Source: an optimization exercise on an open RTL-to-GDS flow (aim: small area and a short achievable clock period). Production flows keep margins and buffers that such runs may drop.
Only simulation tests tie the RTL to the original design; equivalence was not proved.

==> design.v <==
module synth_osc (
    input  wire        clk,
    input  wire        rst,
    input  wire        kind_in,    
    input  wire [11:0] period_in,
    input  wire        use_beta,   
    input  wire        it2,        
    input  wire        it3,        
    input  wire        adv,        
    output wire [3:0]  digit,
    output wire        e
);
    reg [10:0] h;
    reg        kind;
    reg [10:0] beta;    
    reg [1:0]  a;
    reg [10:0] r;
    always @(posedge clk) begin
        h    <= period_in[11:1];
        kind <= kind_in;
    end
    wire z  = &beta;           
    wire hz = ~|h;             
    wire [15:0] nb = {5'b11111, ~beta};
    wire [3:0]  nbits = use_beta ? nb[15:12] : it2 ? nb[11:8] : it3 ? nb[7:4] : nb[3:0];
    function [11:0] dstep(input [10:0] rin, input nbit, input [10:0] hh);
        reg [11:0] t;
        reg [12:0] d;
        begin
            t = {rin, nbit};
            d = {1'b0, t} - {2'b0, hh};
            dstep = d[12] ? {1'b0, t[10:0]} : {1'b1, d[10:0]};
        end
    endfunction
    function [11:0] dstep_r(input [10:0] rin, input nbit, input [10:0] hh);
        reg [11:0] t;
        reg [11:0] d;
        reg        bw;
        integer    i;
        begin
            t  = {rin, nbit};
            bw = 1'b0;
            for (i = 0; i < 11; i = i + 1) begin
                d[i] = t[i] ^ hh[i] ^ bw;
                bw   = (~t[i] & hh[i]) | (~(t[i] ^ hh[i]) & bw);
            end
            bw = ~t[11] & bw;
            dstep_r = bw ? {1'b0, t[10:0]} : {1'b1, d[10:0]};
        end
    endfunction
    wire [10:0] r0 = use_beta ? beta : r;
    localparam [3:0] RM = 4'b0111;
    wire [11:0] s1 = RM[3] ? dstep_r(r0,       nbits[3], h) : dstep(r0,       nbits[3], h);
    wire [11:0] s2 = RM[2] ? dstep_r(s1[10:0], nbits[2], h) : dstep(s1[10:0], nbits[2], h);
    wire [11:0] s3 = RM[1] ? dstep_r(s2[10:0], nbits[1], h) : dstep(s2[10:0], nbits[1], h);
    wire [11:0] s4 = RM[0] ? dstep_r(s3[10:0], nbits[0], h) : dstep(s3[10:0], nbits[0], h);
    always @(posedge clk)
        r <= s4[10:0];
    wire a1 = (a == 2'd1);
    wire a2 = (a == 2'd2);
    wire en = kind & ~z;
    wire cm = kind ? (~a1 | z) : ((a1 & ~z) | a2);
    assign e = kind & ~(a1 & z);
    assign digit = {4{cm}} ^ ({s1[11], s2[11], s3[11], s4[11]} & {4{en}});
    reg [10:0] binc;
    reg [10:0] b2;
    reg        cy;
    integer    k;
    always @(*) begin
        cy = 1'b1;
        for (k = 0; k < 11; k = k + 1) begin
            binc[k] = beta[k] ^ cy;
            cy      = beta[k] & cy;
        end
        b2[0] = beta[0];
        cy = 1'b1;
        for (k = 1; k < 11; k = k + 1) begin
            b2[k] = beta[k] ^ cy;
            cy    = beta[k] & cy;
        end
    end
    wire last = (b2 == h);
    wire wrap = hz | last | a2;
    always @(posedge clk) begin
        if (rst) begin
            a    <= 2'd0;
            beta <= 11'h7ff;
        end else if (adv) begin
            beta <= wrap ? 11'h7ff : binc;
            if (wrap)
                a <= (hz | a2) ? 2'd0 : (a == 2'd0) ? 2'd1 : (period_in[0] ? 2'd2 : 2'd0);
        end
    end
endmodule
module voice_synth #(
    parameter NV = 4,     
    parameter W  = 16,    
    parameter P  = 8,     
    parameter PW = 12,    
    parameter DW = 16     
) (
    input  wire             clk,
    input  wire             rst,
    input  wire [DW-1:0]    cfg_divisor,
    input  wire [NV-1:0]    cfg_kind,
    input  wire [NV*PW-1:0] cfg_period,
    input  wire             tx_ready,
    output wire [P-1:0]     tx_data,
    output reg              tx_accept
);
    localparam [1:0] S_COMPUTE = 2'd0, S_WAITING = 2'd1, S_READY = 2'd2;
    localparam [1:0] M_COMPUTE = 2'd0, M_SENDACK = 2'd1, M_IDLE = 2'd2;
    reg  [1:0]  vstate;
    reg  [1:0]  mstate;
    reg         ack;
    reg  [15:0] div;
    reg  [7:0]  out_byte;
    reg         idle, it2, it3, it4, fin;
    reg  [17:0] acc;
    assign tx_data = out_byte;
    wire [15:0] digits;
    wire [3:0]  es;
    genvar g;
    generate
        for (g = 0; g < 4; g = g + 1) begin : voice
            synth_osc osc (
                .clk       (clk),
                .rst       (rst),
                .kind_in   (cfg_kind[g]),
                .period_in (cfg_period[g*12 +: 12]),
                .use_beta  (idle),
                .it2       (it2),
                .it3       (it3),
                .adv       (it4),
                .digit     (digits[g*4 +: 4]),
                .e         (es[g])
            );
        end
    endgenerate
    wire [4:0] early  = {2'b0, digits[3:1]} + {2'b0, digits[7:5]}
                      + {2'b0, digits[11:9]} + {2'b0, digits[15:13]};
    wire [6:0] dearly = {1'b0, early, 1'b0} - (it4 ? (es[0] + es[1] + es[2] + es[3]) : 3'd0);
    reg  [6:0] dreg;      
    reg  [3:0] dlate;     
    wire [6:0] dsum_r = dreg + (dlate[0] + dlate[1] + dlate[2] + dlate[3]);
    reg [17:0] step;
    reg        cy;
    integer    k;
    always @(*) begin
        step[3:0] = dsum_r[3:0];
        cy = 1'b0;
        for (k = 4; k < 18; k = k + 1) begin
            step[k] = acc[k-4] ^ dsum_r[k > 6 ? 6 : k] ^ cy;
            cy      = (acc[k-4] & dsum_r[k > 6 ? 6 : k]) | ((acc[k-4] ^ dsum_r[k > 6 ? 6 : k]) & cy);
        end
    end
    reg [9:0] acc0;
    reg [6:0] dreg0;
    always @(*) begin
        case (cfg_kind)
            4'b0000: begin acc0 = 10'd0;   dreg0 = 7'd0;  end
            4'b0001, 4'b0010, 4'b0100, 4'b1000:
                     begin acc0 = 10'd255; dreg0 = 7'd15; end
            4'b0111, 4'b1011, 4'b1101, 4'b1110:
                     begin acc0 = 10'd765; dreg0 = 7'd45; end
            4'b1111: begin acc0 = 10'd1020; dreg0 = 7'd60; end
            default: begin acc0 = 10'd510; dreg0 = 7'd30; end
        endcase
    end
    wire accept = (mstate == M_SENDACK) & tx_ready;
    always @(posedge clk) begin
        if (rst) begin
            idle <= 1'b0;
            it2  <= 1'b0;
            it3  <= 1'b0;
            it4  <= 1'b1;
            fin  <= 1'b0;
            acc   <= {8'd0, acc0};
            dreg  <= dreg0;
            dlate <= 4'd0;
        end else begin
            idle <= (idle & ~accept) | it4;
            it2  <= idle & accept;
            it3  <= it2;
            it4  <= it3;
            fin  <= it4;
            dreg  <= dearly;
            dlate <= {digits[0], digits[4], digits[8], digits[12]};
            if (it2)
                acc <= {11'd0, dsum_r};
            else if (it3 | it4 | fin)
                acc <= step;
        end
    end
    wire [7:0] sum_byte = fin ? step[17:10] : acc[17:10];
    reg [15:0] dinc;
    reg        dc;
    always @(*) begin
        dc = 1'b1;
        for (k = 0; k < 16; k = k + 1) begin
            dinc[k] = div[k] ^ dc;
            dc      = div[k] & dc;
        end
    end
    always @(posedge clk) begin
        if (rst) begin
            vstate    <= S_COMPUTE;
            mstate    <= M_COMPUTE;
            div       <= 16'd0;
            out_byte  <= 8'd0;
            ack       <= 1'b0;
            tx_accept <= 1'b0;
        end else begin
            div <= (dinc == cfg_divisor) ? 16'd0 : dinc;
            case (vstate)
                S_COMPUTE: vstate <= S_WAITING;
                S_WAITING: if (!ack) vstate <= S_READY;
                S_READY:   if (ack)  vstate <= S_COMPUTE;
                default:   vstate <= S_COMPUTE;
            endcase
            case (mstate)
                M_COMPUTE: if (vstate == S_READY) mstate <= M_SENDACK;
                M_SENDACK: begin
                    ack <= 1'b1;
                    if (tx_ready) begin
                        out_byte  <= sum_byte;
                        tx_accept <= 1'b1;
                        mstate    <= M_IDLE;
                    end
                end
                M_IDLE: begin
                    ack       <= 1'b0;
                    tx_accept <= 1'b0;
                    if (div == 16'd0)
                        mstate <= M_COMPUTE;
                end
                default: mstate <= M_COMPUTE;
            endcase
        end
    end
endmodule
==> flow/run.sh <==
#!/bin/bash
# The standard layout (the standard.sh, unchanged synthesis), with the
# port buffers made of sky130_fd_sc_hd__buf_1 instead of the default cell.
set -euo pipefail
bash standard.sh BUFFER_PORTS_ARGS="-buffer_cell sky130_fd_sc_hd__buf_1" finish > standard.log 2>&1
==> standard.sh <==
#!/bin/bash
# synth_recipe.tcl (not shown) runs the flow's synth.tcl, then flattens the netlist and writes it again
# the make line also repeats each setting of config.mk as NAME=value (left out here)
make -C /OpenROAD-flow-scripts/flow DESIGN_CONFIG=/design/flow/config.mk WORK_HOME=/design/flow/orfs CLKGATE_MAP_FILE= SYNTH_SCRIPT=/design/flow/synth_recipe.tcl "${@:-finish}"
==> config.mk <==
export PLATFORM = sky130hd
export DESIGN_NAME = voice_synth
export DESIGN_NICKNAME = voice_synth
export VERILOG_FILES = /design/flow/design.v
export SDC_FILE = /design/flow/constraint.sdc
export NUM_CORES = 4
export LEC_CHECK = 0
export CAP_MARGIN = 20
export CORE_MARGIN = 2
export CORE_UTILIZATION = 60
export CTS_BUF_LIST = sky130_fd_sc_hd__clkbuf_8
export CTS_CLUSTER_DIAMETER = 60
export CTS_CLUSTER_SIZE = 16
export SLEW_MARGIN = 20
==> constraint.sdc <==
create_clock -name core_clock -period 90.0 [get_ports {clk}]
set_input_delay 18.0000 -clock core_clock [delete_from_list [all_inputs] [get_ports {clk}]]
set_output_delay 18.0000 -clock core_clock [all_outputs]
set_load 0.01 [all_outputs]
==> results_dict.tcl, run 1 <==
set metrics [dict create \
    status "complete, no violations" \
    arrival_ns 19.57 \
    areaGrowthSynthToFinish_pct 6.633 \
    ys_ff_latch 208 \
    overflow 0 \
    crit_path_start_kind "input pin" \
    synth_edf_count 10 \
    worst_slew_pin_slew_ns 1.022 \
    setup_viol_count_final 0 \
    avgSynthCellArea_um2 9.695 \
    drc_errors 0 \
    synth-seq-area-share 0.2457 \
    timing.hold.ws_ns 0.4734 \
    instances_no_fill 2248 \
    layout_commonest_cell "dfxtp_1" \
    path_clk_slew_ns 0.10 \
    vias_per_cell 5.612 \
    dieHeight_um 174.1 \
    synth_warnings 2 \
    critPathRequiredTime_ns 90.46 \
    dieArea_um2 30300 \
    dp.cells 2202 \
    die_w_um 174.1 \
    design.final.nets 2219 \
    gp_congestion 0.8164 \
    synth_area_um2 17350 \
    wl_um 37870 \
    fill_cells 2453 \
    slew_violations 0 \
    clock.fmax_ghz 0.05233 \
    synth.top_cell.area_share 0.2284 \
    grt_usage 0.2593 \
    min_from "ack$_SDFFE_PP0P_" \
    syn-num-nets 2164 \
    synth_top_area_cell "dfxtp_1" \
    finalHoldViolCount 0 \
    fin_ws_ns 70.89 \
    dp.final_hpwl_um 29370 \
    period_share 0.2123 \
    grt_max_degree 57 \
    final_layout_size_suffix_gt1_frac 0.07994 \
    cts.htree.levels 1 \
    synth_cells 1790 \
    drt_iter0_markers 686 \
    setup-tns-final_ns 0 \
    postCtsSetupBuffers 0 \
    yosysUniqueCellTypes 73 \
    cts_hold_buf 0 \
    multi_input_area_um2 12280 \
    grt_pass1_vias 12960 \
    grt_pass1_wl_um 65090 \
    cts-resized-gates 0 \
    coreArea_um2 28630 \
    clk_root_buffer_cell "clkbuf_8" \
    final_cell_mix "196 x dfxtp_1, 156 x ha_1, 152 x nand2_1" \
    avgRoutedWirePerCell_um 16.84 \
    start_util 0.6063 \
    fp-row-count 62 \
    rsz0062_at_grt "no" \
    final_antenna_net_count 0 \
    cts_inserted_buffers 25 \
    antenna_found_initial 0 \
    finalClockSkew_ns 0.02352 \
    min_period_ns 19.11 \
    synth.top_cells.by_area "dfxtp_1 23%, fa_1 17%, ha_1 11%, mux2i_1 7.7%, mux2_2 4.3%" \
    synthFlopType "dfxtp_1" \
    async_flop_share 0 \
    clkLatencyLatePin_ns 0.58 \
    min_path_type "flop to flop" \
    num_vias 12620 \
    antenna_cells 0 \
    r2r_start "idle$_SDFF_PP0_" \
    port_buffers 79 \
    cts_buffer_depth 3 \
    crit_fanout 16 \
    io_pins 80 \
    worstSetupStartpoint "cfg_divisor[14]" \
    clock_sinks 208 \
    pre_cts_ws_ns 70.29 \
    slew_headroom 0.3095 \
    cts_tree "done" \
    end_kind "flop" \
    register_area_um2 4267 \
    path_class "input pin to flop" \
    first_pass_iters 5 \
    cap_violations 0 \
]
[metrics by stage]
step | cell area [um2] | utilization
finish | 18510 | 0.6465
global route | 18510 | 0.6465
CTS | 18500 | 0.6464
detailed placement | 17960 | 0.6273
global placement | 17960 | 0.6273
floorplan | 17350 | -
[cell usage after synthesis, types with 19 or more instances]
| cell type | instances |
|---|---|
| xnor2_1 | 70 |
| nand2_1 | 152 |
| nand3_1 | 25 |
| xor2_1 | 45 |
| nor3_1 | 29 |
| mux2_2 | 66 |
| mux2i_1 | 133 |
| a21oi_1 | 93 |
| inv_1 | 138 |
| dfxtp_1 | 198 |
| a211oi_1 | 24 |
| clkbuf_1 | 48 |
| o21ai_0 | 66 |
| nor2b_1 | 22 |
| ha_1 | 156 |
| and2_1 | 19 |
| mux2_1 | 33 |
| fa_1 | 147 |
| nor2_1 | 116 |
[worst max-delay path: stages]
cell,delay (ns)
buf_1,0.08
xor2_1,0.13
nor4_1,0.45
a41oi_1,0.55
and2_1,0.36
[registers in the layout, summed over array words and instances (netlist names), 7 cells and up]
name,flops
acc,18
div,16
dreg,7
out_byte,8
voice.osc.a,8
voice.osc.beta,44
voice.osc.h,44
voice.osc.r,44
[worst paths after layout]
check | endpoint | slack (ns) | cells past startpoint
worst min-delay path | vstate[1]$_SDFFE_PP0P_ | 0.47 | 1
worst max register to register | voice[2].osc.r[1]$_DFF_P_ | 71.22 | 57
worst min register to register | vstate[1]$_SDFFE_PP0P_ | 0.47 | 1
worst max-delay path | div[13]$_SDFF_PP0_ | 70.89 | 5
[per-layer routing]
metal	part of all wire	wire length, um	up-vias	GRT usage
li1	-	-	6306	-
met1	0.49	18600	6077	0.3700
met2	0.46	17580	191	0.4326
met3	0.028	1071	41	0.02668
met4	0.016	620	0	0.04762
met5	0	0	-	0
[cells by family after synthesis]
family,Yosys count,share of synthesized area
simple gates,438,0.1174
flops,208,0.2457
xor+xnor,115,0.05804
fa+ha+maj,303,0.2820
compound gates,287,0.1072
buf+inv,205,0.04701
mux,234,0.1426
[cell type report]
class,instances,share of cell area
well taps,384,0.02596
clock buffers,25,0.01859
multi-input cells,1377,0.6634
flip-flops and latches,208,0.2306
clock inverters,21,0.01089
repair buffers,95,0.02258
inverters,138,0.02799
==> run 2: changes to the inputs <==
--- a/config.mk
+++ b/config.mk
@@ -7,8 +7,9 @@
 export LEC_CHECK = 0
 export CAP_MARGIN = 20
 export CORE_MARGIN = 2
-export CORE_UTILIZATION = 60
+export CORE_UTILIZATION = 70
 export CTS_BUF_LIST = sky130_fd_sc_hd__clkbuf_8
 export CTS_CLUSTER_DIAMETER = 60
 export CTS_CLUSTER_SIZE = 16
+export PLACE_DENSITY = 0.75
 export SLEW_MARGIN = 20
==> run 2 against run 1 <==
Effect of this change: critical path type is now flop to primary output; via count grew 1.6%; sequential cell count is the same; final cell count shrank 2.8%; area after synthesis is the same; critical path depth shrank 4; still clean on timing, DRC and antenna; design area shrank 0.60%; fmax is essentially flat; synthesized cell count is the same; critical endpoint is now tx_accept; global-route usage grew 3.8 points.
==> results_dict.tcl, run 2 <==
set metrics [dict create \
    clock.fmax_ghz 0.05237 \
    reg_top3 "voice.osc.beta (44), voice.osc.h (44), voice.osc.r (44)" \
    synth_area_um2 17350 \
    dp.cells 2142 \
    design_area_um2 18390 \
    fill_cells 1827 \
    crit_buf_inv 1 \
    cts-resized-gates 0 \
    fp-row-count 57 \
    grt_max_degree 57 \
    antenna_found_initial 0 \
    slowest_delay_ns 0.37 \
    cts.htree.levels 1 \
    num_vias 12810 \
    synth.top_cells.by_area "dfxtp_1 23%, fa_1 17%, ha_1 11%, mux2i_1 7.7%, mux2_2 4.3%" \
    design.final.nets 2217 \
    cts_tree "done" \
    slew_headroom 0.3371 \
    path_clk_slew_ns 0.11 \
    clock_sinks 208 \
    worst_slew_pin_slew_ns 0.9814 \
    avgRoutedWirePerCell_um 16.94 \
    final_layout_size_suffix_gt1_frac 0.07742 \
    hold-path-endpoint "vstate[1]$_SDFFE_PP0P_" \
    crit-reg2reg-capture "voice[2].osc.r[3]$_DFF_P_" \
    multi_input_area_um2 12280 \
    overflow 0 \
    synth_edf_count 10 \
    drc_errors 0 \
    placed_area_um2 17880 \
    worstSetupStartpoint "tx_accept$_SDFFE_PP0P_" \
    min_from "ack$_SDFFE_PP0P_" \
    dp.final_hpwl_um 29060 \
    crit_fanout 3 \
    rr_worst_depth 55 \
    critPathSlowestCell "dfxtp_1" \
    synth_most_common_cell "dfxtp_1" \
    setup_viol_count_final 0 \
    path_depth 1 \
    setup-tns-final_ns 0 \
    yosysUniqueCellTypes 73 \
    netlist_top_cells_count "198 x dfxtp_1, 156 x ha_1, 152 x nand2_1" \
    register_area_um2 4267 \
    arrival_ns 1.10 \
    antenna_cells 0 \
    period_share 0.2122 \
    wl_um 36990 \
    path_class "flop to primary output" \
    dieArea_um2 26070 \
    cap_violations 0 \
    async_flop_share 0 \
    synth_cells 1790 \
    finalHoldViolCount 0 \
    synth_warnings 2 \
    die_w_um 161.5 \
    clkLatencyLatePin_ns 0.58 \
    slew_violations 0 \
    start_util 0.7136 \
    end_kind "primary output" \
    r2r_slack_ns 71.20 \
    first_pass_iters 5 \
    cts_inserted_buffers 23 \
    timing.hold.ws_ns 0.4492 \
    final_antenna_net_count 0 \
    instances_no_fill 2184 \
    min_period_ns 19.10 \
    grt_usage 0.2974 \
    dieHeight_um 161.5 \
    grt_pass1_wl_um 63800 \
    grt_pass1_vias 13260 \
    areaGrowthSynthToFinish_pct 5.991 \
    cts_buffer_depth 3 \
    ys_ff_latch 208 \
    status "complete, no violations" \
    crit_chain "buf_1" \
    drt_iter0_markers 854 \
    syn-num-nets 2164 \
    layout_commonest_cell "dfxtp_1" \
    fin_util 0.7563 \
    synthFlopType "dfxtp_1" \
    synth_top_area_cell "dfxtp_1" \
    coreArea_um2 24320 \
    clk_root_buffer_cell "clkbuf_8" \
    finalClockSkew_ns 0.02873 \
    critPathRequiredTime_ns 72.00 \
    postCtsSetupBuffers 0 \
    min_path_type "flop to flop" \
    gp_congestion 0.8745 \
    synth-seq-area-share 0.2457 \
    hold-path-cell-count 1 \
    synth.top_cell.area_share 0.2284 \
    crit_path_start_kind "flop" \
    rsz0062_at_grt "no" \
    vias_per_cell 5.866 \
    r2r_start "idle$_SDFF_PP0_" \
    cts_hold_buf 0 \
    port_buffers 79 \
    avgSynthCellArea_um2 9.695 \
    io_pins 80 \
    final_cell_mix "196 x dfxtp_1, 156 x ha_1, 152 x nand2_1" \
    cp_top_family "flip-flops" \
]
==> run 2: changes by cell type in the layout (fill, tap and decap cells not counted), sizes merged <==
cell	delta
bufinv	+1
clkbuf	-2
clkinv	-4
clkinvlp	-2
inv	+3
==> run 2: worst max path at each step <==
stage / end / slack [ns]
final: tx_accept / 70.90
after global routing: dlate[1]$_SDFF_PP0_ / 70.00
after CTS: tx_accept / 70.87
after detailed placement: div[13]$_SDFF_PP0_ / 70.34
after global placement: div[0]$_SDFF_PP0_ / 70.38
after floorplan: acc[0]$_DFFE_PP_ / 70.71
==> run 2: cell families (layout without fill, tap and decap cells) <==
| kind of cell | after synthesis | in the layout | synth area share |
|---|---|---|---|
| buffers and inverters | 205 | 275 | 0.04701 |
| AO/OA/AOI/OAI | 287 | 287 | 0.1072 |
| AND/OR/NAND/NOR | 438 | 438 | 0.1174 |
| adder cells (fa/ha/maj) | 303 | 303 | 0.2820 |
| multiplexers | 234 | 234 | 0.1426 |
| flip-flops | 208 | 208 | 0.2457 |
| XOR/XNOR | 115 | 115 | 0.05804 |
==> run 2: layout make-up <==
| cell class | instances | area share |
|---|---|---|
| multi-input combinational | 1377 | 0.6674 |
| tap | 324 | 0.02204 |
| timing repair buffer | 95 | 0.02272 |
| clock inverter | 19 | 0.01048 |
| inverter | 138 | 0.02816 |
| clock buffer | 23 | 0.01721 |
| sequential | 208 | 0.2320 |
==> run 2: through the flow <==
step	worst slack, ns
2_1_floorplan	70.71
5_1_grt	70.00
4_1_cts	70.87
6_report	70.90
3_5_place_dp	70.34
3_3_place_gp	70.38
==> run 2: layer usage <==
metal | part of all wire | GRT usage
met5 | 0 | 0
met4 | 0.023 | 0.07346
met3 | 0.044 | 0.03236
met2 | 0.47 | 0.5025
met1 | 0.46 | 0.4118
==> run 3: changes to the inputs <==
--- a/config.mk
+++ b/config.mk
@@ -7,9 +7,8 @@
 export LEC_CHECK = 0
 export CAP_MARGIN = 20
 export CORE_MARGIN = 2
-export CORE_UTILIZATION = 70
+export CORE_UTILIZATION = 40
 export CTS_BUF_LIST = sky130_fd_sc_hd__clkbuf_8
-export CTS_CLUSTER_DIAMETER = 60
-export CTS_CLUSTER_SIZE = 16
-export PLACE_DENSITY = 0.75
+export CTS_CLUSTER_DIAMETER = 80
+export CTS_CLUSTER_SIZE = 20
 export SLEW_MARGIN = 20
==> run 3 against run 2 <==
Effect of this change: fmax is 0.20% lower; synthesized cell count stayed put; design area is 1.7% higher; worst hold slack better by 0.0072 ns; wire length is 3.5% higher; first-iteration DRC count is 30% lower; setup slack worse by 0.037 ns; via count is 1.2% lower; critical path type unchanged; critical endpoint unchanged.
==> results_dict.tcl, run 3 <==
set metrics [dict create \
    period_share 0.2126 \
    grt_pass1_wl_um 65320 \
    gp_congestion 0.8508 \
    crit_buf_inv 1 \
    die_w_um 212.3 \
    synth.top_cells.by_area "dfxtp_1 23%, fa_1 17%, ha_1 11%, mux2i_1 7.7%, mux2_2 4.3%" \
    clock.fmax_ghz 0.05227 \
    vias_per_cell 5.189 \
    min_path_type "flop to flop" \
    crit_path_start_kind "flop" \
    dieHeight_um 212.3 \
    avgRoutedWirePerCell_um 15.70 \
    synth_warnings 2 \
    synth.top_cell.area_share 0.2284 \
    hold-path-endpoint "vstate[1]$_SDFFE_PP0P_" \
    design.final.nets 2215 \
    finalHoldViolCount 0 \
    slew_violations 0 \
    synth_area_um2 17350 \
    cts_inserted_buffers 20 \
    cts_hold_buf 0 \
    min_from "ack$_SDFFE_PP0P_" \
    drt_iter0_markers 598 \
    clock_sinks 208 \
    netlist_top_cells_count "198 x dfxtp_1, 156 x ha_1, 152 x nand2_1" \
    finalClockSkew_ns 0.02772 \
    layout_commonest_cell "dfxtp_1" \
    status "complete, no violations" \
    slowest_delay_ns 0.38 \
    arrival_ns 1.13 \
    cts.htree.levels 1 \
    fin_ws_ns 70.87 \
    synthFlopType "dfxtp_1" \
    clk_root_buffer_cell "clkbuf_8" \
    synth_fa_ha_area_frac 0.2820 \
    wl_um 38300 \
    async_flop_share 0 \
    synth_compound_area_frac 0.1072 \
    clkLatencyLatePin_ns 0.59 \
    cap_violations 0 \
    pre_cts_ws_ns 70.45 \
    synth_cells 1790 \
    reg_top3 "voice.osc.beta (44), voice.osc.h (44), voice.osc.r (44)" \
    grt_max_degree 71 \
    critPathSlowestCell "dfxtp_1" \
    r2r_start "idle$_SDFF_PP0_" \
    synth_most_common_cell "dfxtp_1" \
    postCtsSetupBuffers 0 \
    cts_tree "done" \
    rsz0062_at_grt "no" \
    cp_top_family "flip-flops" \
    synthMuxAreaShare 0.1426 \
    num_vias 12660 \
    min_period_ns 19.13 \
    port_buffers 79 \
    final_layout_size_suffix_gt1_frac 0.07655 \
    synth-simple-area-share 0.1174 \
    yosysUniqueCellTypes 73 \
    avgSynthCellArea_um2 9.695 \
    path_clk_slew_ns 0.12 \
    crit_chain "buf_1" \
    overflow 0 \
    synth_edf_count 10 \
    drc_errors 0 \
    dp.final_hpwl_um 30470 \
    critPathRequiredTime_ns 72.00 \
    start_util 0.4038 \
    synth-xor-area-share 0.05804 \
    worst_slew_pin_slew_ns 0.9862 \
    end_kind "primary output" \
    syn-num-nets 2164 \
    final_antenna_net_count 0 \
    hold-path-cell-count 1 \
    grt_usage 0.1768 \
    path_class "flop to primary output" \
    grt_pass1_vias 12910 \
    io_pins 80 \
    fp-row-count 76 \
    synth_top_area_cell "dfxtp_1" \
    antenna_found_initial 0 \
    slew_headroom 0.3339 \
    dieArea_um2 45070 \
    setup-tns-final_ns 0 \
    ys_ff_latch 208 \
    antenna_cells 0 \
    first_pass_iters 5 \
    r2r_slack_ns 71.53 \
    synth_top_family_by_area "adder cells" \
    cts-resized-gates 0 \
    rr_worst_depth 55 \
    coreArea_um2 42980 \
    setup_viol_count_final 0 \
    areaGrowthSynthToFinish_pct 7.779 \
    crit-reg2reg-capture "voice[2].osc.r[1]$_DFF_P_" \
    synth-seq-area-share 0.2457 \
    crit_fanout 3 \
    cts_buffer_depth 3 \
    final_cell_mix "196 x dfxtp_1, 156 x ha_1, 152 x nand2_1" \
]
==> run 3: changes by cell type in the layout (fill, tap and decap cells not counted), moves of 2 or more <==
cell | before | now
clkbuf_8 | 23 | 21
clkinv_8 | 0 | 3
clkinvlp_4 | 2 | 0
clkinv_4 | 2 | 0
inv_1 | 143 | 140
==> run 3: logic make-up (layout without fill, tap and decap cells) <==
| group | count (synthesis) | after routing |
|---|---|---|
| AOI/OAI and AO/OA | 287 | 287 |
| xor gates and xnor gates | 115 | 115 |
| adders and majority gates | 303 | 303 |
| buffers and inverters | 205 | 270 |
| DFF | 208 | 208 |
| muxes | 234 | 234 |
| and+or+nand+nor | 438 | 438 |
==> run 3: area by class of cell <==
class / instances / area (um2)
multi-input combinational: 1377 / 12280
clock inverter: 15 / 196.4
sequential: 208 / 4267
fill: 4242 / 24280
inverter: 138 / 518.0
tap: 585 / 732.0
clock buffer: 21 / 289.0
timing repair buffer: 96 / 425.4
==> run 3: worst max path at each step <==
stage | start | endpoint | slack [ns] | cells after the start
finish | tx_accept$_SDFFE_PP0P_ | tx_accept | 70.87 | 1
global route | idle$_SDFF_PP0_ | voice[2].osc.r[10]$_DFF_P_ | 70.46 | 55
CTS | tx_accept$_SDFFE_PP0P_ | tx_accept | 70.82 | 1
detailed placement | rst | acc[0]$_DFFE_PP_ | 70.45 | 4
global placement | rst | acc[2]$_DFFE_PP_ | 70.45 | 4
floorplan | rst | acc[0]$_DFFE_PP_ | 70.71 | 4
==> run 3: per-layer routing <==
layer / track usage / vias to the layer above / share of wire
met5: 0 / - / 0
met4: 0.03786 / 0 / 0.017
met3: 0.01876 / 47 / 0.029
met2: 0.3040 / 153 / 0.47
met1: 0.2403 / 6160 / 0.48
li1: - / 6301 / -
==> run 3: stage by stage <==
| step | std cells | util | hold WS, ns | area (um2) |
|---|---|---|---|---|
| after global placement | 2404 | 0.4238 | 0.4385 | 18220 |
| after floorplan | 1790 | - | 0.4207 | 17350 |
| after CTS | 2440 | 0.4351 | 0.4689 | 18700 |
| final | 2440 | 0.4352 | 0.4564 | 18700 |
| after global routing | 2440 | 0.4352 | 0.4902 | 18700 |
| after detailed placement | 2404 | 0.4238 | 0.4599 | 18220 |

-- port drivers added, routing unchanged --
In the flow no input, the clock included, has a driving cell. The finished layouts below were timed again as built, in two steps.
Step 1 assumes that a clkbuf_16 drives the clock port and a buf_2 every other input.
Step 2, shift: input delay + t, output delay - t, t = (earliest + latest rising clock arrival at the registers) / 2. This alone moves slack from input paths to output paths.
a / b / c = no drivers / after step 1 / after step 2; a / b = the first two.
run	t, ns	setup slack, ns	worst setup path after step 2	worst register clock-pin slew, ns	worst slew at a driven data input, ns
run 1	0.620	70.889 / 70.843 / 70.298	input to register	0.11 / 0.11	0.09
run 2	0.609	70.904 / 70.856 / 70.342	input to register	0.11 / 0.11	0.07
run 3	0.631	70.867 / 70.817 / 70.447	input to register	0.12 / 0.12	0.07
After both steps setup and hold are still met in every run listed. For run 1, which loses most, drivers alone change the setup slack by -0.046 ns; drivers and shift together by -0.591 ns.
